Context: an optimization exercise on an open-source flow, tuned for small area, a short achievable clock period and few clock cycles. The choices shown serve that exercise and are no tape-out recipe.
In this exercise RTL edits were held to simulation tests only and were not proved equivalent to the original.
Power figures rest on the tool's default switching activity, not on a simulated workload.

run B:
==> flow/design.v (excerpt) <==
module stcp_compress (
    input  wire       clk,
    input  wire       rst,           
    input  wire       cmd_valid,
    output wire       cmd_ready,
    input  wire [1:0] cmd_op,        
    input  wire [1:0] cmd_plane,
    input  wire [1:0] cmd_mode,      
    input  wire [5:0] cmd_len,
    input  wire       in_valid,
    output reg        in_ready,
    input  wire [7:0] in_data,
    output wire       out_valid,
    input  wire       out_ready,
    output wire [7:0] out_data,
    output wire       res_valid,
    output wire [2:0] res_kind,
    output wire [5:0] res_len,
    output wire [7:0] res_dsize,
    output wire [7:0] res_psize,
    output wire       res_degraded,
    output wire       res_err,
    output wire       act_method
);
    localparam K_NONE = 3'd0, K_REPEAT = 3'd1, K_ALLZERO = 3'd2, K_DELTA = 3'd3,
               K_PACK = 3'd4, K_NOGAIN = 3'd5;
    localparam FD = 7;               
    integer k, jj;
    reg  [4:0]   ph;
  ...
For scale: roughly 2900 cells after synthesis, roughly 1200 flip-flops, ~65 I/O pins, roughly 36000 um^2 of cells after synthesis.
clock: 8.5 ns
lec_check: 0
cap_margin: 20
core_margin: 2
core_utilization: 65
cts_cluster_diameter: 100
cts_cluster_size: 30
setup_slack_margin: 5
slew_margin: 20
run.sh (not shown) runs the stock make flow with config.mk's settings and CLKGATE_MAP_FILE= SYNTH_SCRIPT=/design/flow/synth_recipe.tcl, a recipe that flattens the netlist after the stock synthesis.
Testbench counts of run B, summed over its fixed seeds: cycles 123,060.
Input-level comparison between run D and run B:
--- a/flow/design.v
+++ b/flow/design.v
@@ -115,40 +115,38 @@
             n_dlen = b_dlen;
             n_drun = 4'd0;
             n_doff = b_doff + 6'd1;
         end
     end
     reg  [5:0] n_plen, n_pf;
     reg  [7:0] n_pval;
     reg  [1:0] n_pseg;
     reg        n_plit;
     wire       ps1 = (pseg == 2'd1), ps2 = (pseg == 2'd2);
     wire [2:0] cold = ps1 ? {2'b00, ~plit} + 3'd1 : ps2 ? {2'b00, ~plit} + 3'd2 : 3'd2;
-    wire [2:0] cnz  = cold + ((ps1 | ps2) ? 3'd1 : 3'd2);    
-    wire [5:0] pfa  = plen + {3'd0, cold};                   
-    wire [5:0] pfb  = plen + {3'd0, cnz};
+    wire [2:0] cnew = nz ? ((ps1 | ps2) ? 3'd1 : 3'd2) : 3'd0;
     always @(*) begin
         n_plen = plen; n_pval = pval; n_pseg = pseg; n_plit = plit; n_pf = pf;
         if (q0f) begin
             n_plen = 6'd0; n_pval = q0d; n_pseg = 2'd1; n_plit = 1'b0;
             n_pf = nz ? 6'd2 : 6'd0;
         end else if (eqp) begin
             n_pseg = (pseg == 2'd3) ? 2'd3 : pseg + 2'd1;
             if (nz) begin
                 if (ps1) n_pf = pf + 6'd1;
                 else if (ps2 & ~plit) n_pf = pf - 6'd1;
             end
         end else begin
-            n_plen = pfa;
+            n_plen = plen + {3'd0, cold};
             n_plit = ps1 | ps2;
-            n_pf   = nz ? pfb : pfa;
+            n_pf   = plen + {3'd0, cold} + {3'd0, cnew};
             n_pval = q0d;
             n_pseg = 2'd1;
         end
     end
     wire       has_d  = p_mode[0];                       
     wire       has_p  = p_mode[1];                       
     wire [5:0] plen_f = pf;
     wire [5:0] ptrim  = ptr;
     wire [5:0] lenx   = p_len;
     wire       dg     = has_d & (dlen < lenx);
     wire       pg     = has_p & (plen_f < lenx);
### Flow results
- Run D completed every stage of the flow, and the final layout passed the timing, DRC and antenna checks.
- From run B to run D the numbers moved as follows: final non-filler cell total fell by about 0.7%, number of global-route vias before repair fell by about 2.7%, number of cells traversed by the worst register-to-register path rose by 2.
- Run D vs run B: layout buffer count excluding clock buffers up
- Diff run B -> run D: vertical die dimension now sits lower, detailed-route wire length per cell now sits lower, wire length now sits lower.
Testbench counts of run D, summed over its fixed seeds: cycles 123,060.

* * *

the reference run:
Another version of the RTL of stcp_compress (not shown whole).
Size in the first run: about 1200 flip-flops, roughly 65 I/O pins, about 37000 µm² of cells after synthesis.
export LEC_CHECK = 0
export CAP_MARGIN = 20
export CORE_MARGIN = 2
export CORE_UTILIZATION = 40
export SLEW_MARGIN = 20
create_clock -name core_clock -period 8.5 [get_ports {clk}]
The reference run finished every stage and its layout cleared the timing, DRC and antenna checks.
Testbench counts of the reference run, summed over its fixed seeds: cycles 123,028.
diff inputs: the reference run => the trial run
--- a/flow/design.v
+++ b/flow/design.v
@@ -73,13 +73,13 @@
     assign out_valid = f_ne & ~r_done;
     assign res_valid = r_done;
     assign {res_kind, res_len, res_dsize, res_psize, res_degraded, res_err, act_method} = r0;
     wire pop_b   = out_valid & out_ready;
     wire r_fire  = r_done;
     wire       o_fin_now;
-    wire       o_free   = ~o_act | ((o_tgt == 5'd0) & f_sp2);
+    wire       o_free   = ~o_act | o_fin_now;
     wire       dec_row  = p_v & p_row & p_done & (ph == 5'd0) & o_free & ~r1v;
     wire       dec_tok  = p_v & ~p_row & ~o_act & ~r1v;
     wire       p_start_ok = ~p_v | dec_row;
     wire       proc     = q0v & (q0f ? ((ph == 5'd0) & p_start_ok) : 1'b1);
     wire       proc_first = proc & q0f;
     wire [1:0] pl   = q0f ? a_plane : p_plane;
@@ -299,18 +299,18 @@
                 end
                 q0v <= v0; q1v <= v1; q0f <= f0; q1f <= f1; q0l <= l0; q1l <= l1; q0d <= d0; q1d <= d1;
             end
             begin : ir
                 reg       av;
                 reg [5:0] acc, len;
-                reg [1:0] cnp;
+                reg [2:0] cnt;
                 av  = a_disp ? 1'b1 : (a_v & ~a_rel);
                 acc = a_disp ? 6'd0 : a_acc_n;
                 len = a_disp ? cq_len : a_len;
-                cnp = {1'b0, q0v} + {1'b0, q1v} + {1'b0, a_take};
-                in_ready <= av && (acc < len) && (ph + 5'd2 == acc[4:0]) && ((cnp <= 2'd1) || (cnp == 2'd2 && proc));
+                cnt = {2'b00, q0v} + {2'b00, q1v} + {2'b00, a_take} - {2'b00, proc};
+                in_ready <= av && (acc < len) && (ph + 5'd2 == acc[4:0]) && (cnt <= 3'd1);
             end
             if (proc) begin
                 if (q0f) begin
                     p_v <= 1'b1; p_row <= 1'b1;
                     p_plane <= a_plane; p_mode <= a_mode; p_len <= a_len;
                     all_eq <= ~diff; all_zero <= ~nz;
Notes after the runs:
- Diff the trial run..the reference run | share of the synthesized area in compound gates (AO/OA/AOI/OAI) | negligible
- Diff the trial run..the reference run | placement-stage cell area | negligible
- The worst setup slack reported for the trial run is smaller than that of the reference run by 1.15 ns.
- o_rem[0] as the startpoint of the worst setup timing path was reported by the trial run, and in_valid by the reference run.
- Row final period utilization: the trial run higher / the reference run lower
- Taking the reference run as the reference, in the trial run non-clock buffer instance count of the final layout moved down; sequential cell area share level; routed wire length moved up; sum of internal, switching and leakage power moved up.
Testbench counts of the trial run, summed over its fixed seeds: cycles 123,028.

==> separate check: timing with driven ports <==
No port has a modelled driver above. Below, the same layouts with a new extraction and two added sets of constraints. Step 1: set_driving_cell puts a clkbuf_16 on clk and a buf_2 on each other input, an assumption about the parent block. Step 2 moves the port delays by t, midway between the first and last clock arrival at a register: inputs arrive t later, outputs are due t later. That takes back most of the time a late clock gives input paths. Slacks: ideal / step 1 / step 2; pairs: ideal / step 1.
| run | t, ns | slack for setup (ns) | worst setup path at the end | latest minus earliest clock arrival (ns) | cell pins on the clock port's net |
|---|---|---|---|---|---|
| run B | 0.690 | 5.007 / 4.942 / 4.461 | input to register | 0.043 / 0.042 | 1 |
| run D | 0.665 | 5.052 / 4.992 / 4.456 | input to register | 0.041 / 0.041 | 1 |
| the reference run | 0.731 | 3.086 / 3.121 / 2.390 | input to register | 0.050 / 0.050 | 1 |
| the trial run | 0.718 | 1.940 / 1.940 / 1.940 | register to register | 0.056 / 0.056 | 1 |
After both steps setup and hold are still met in every run listed. The setup slack of the reference run, which loses most, moves by +0.035 ns with the drivers and by -0.696 ns with both steps.
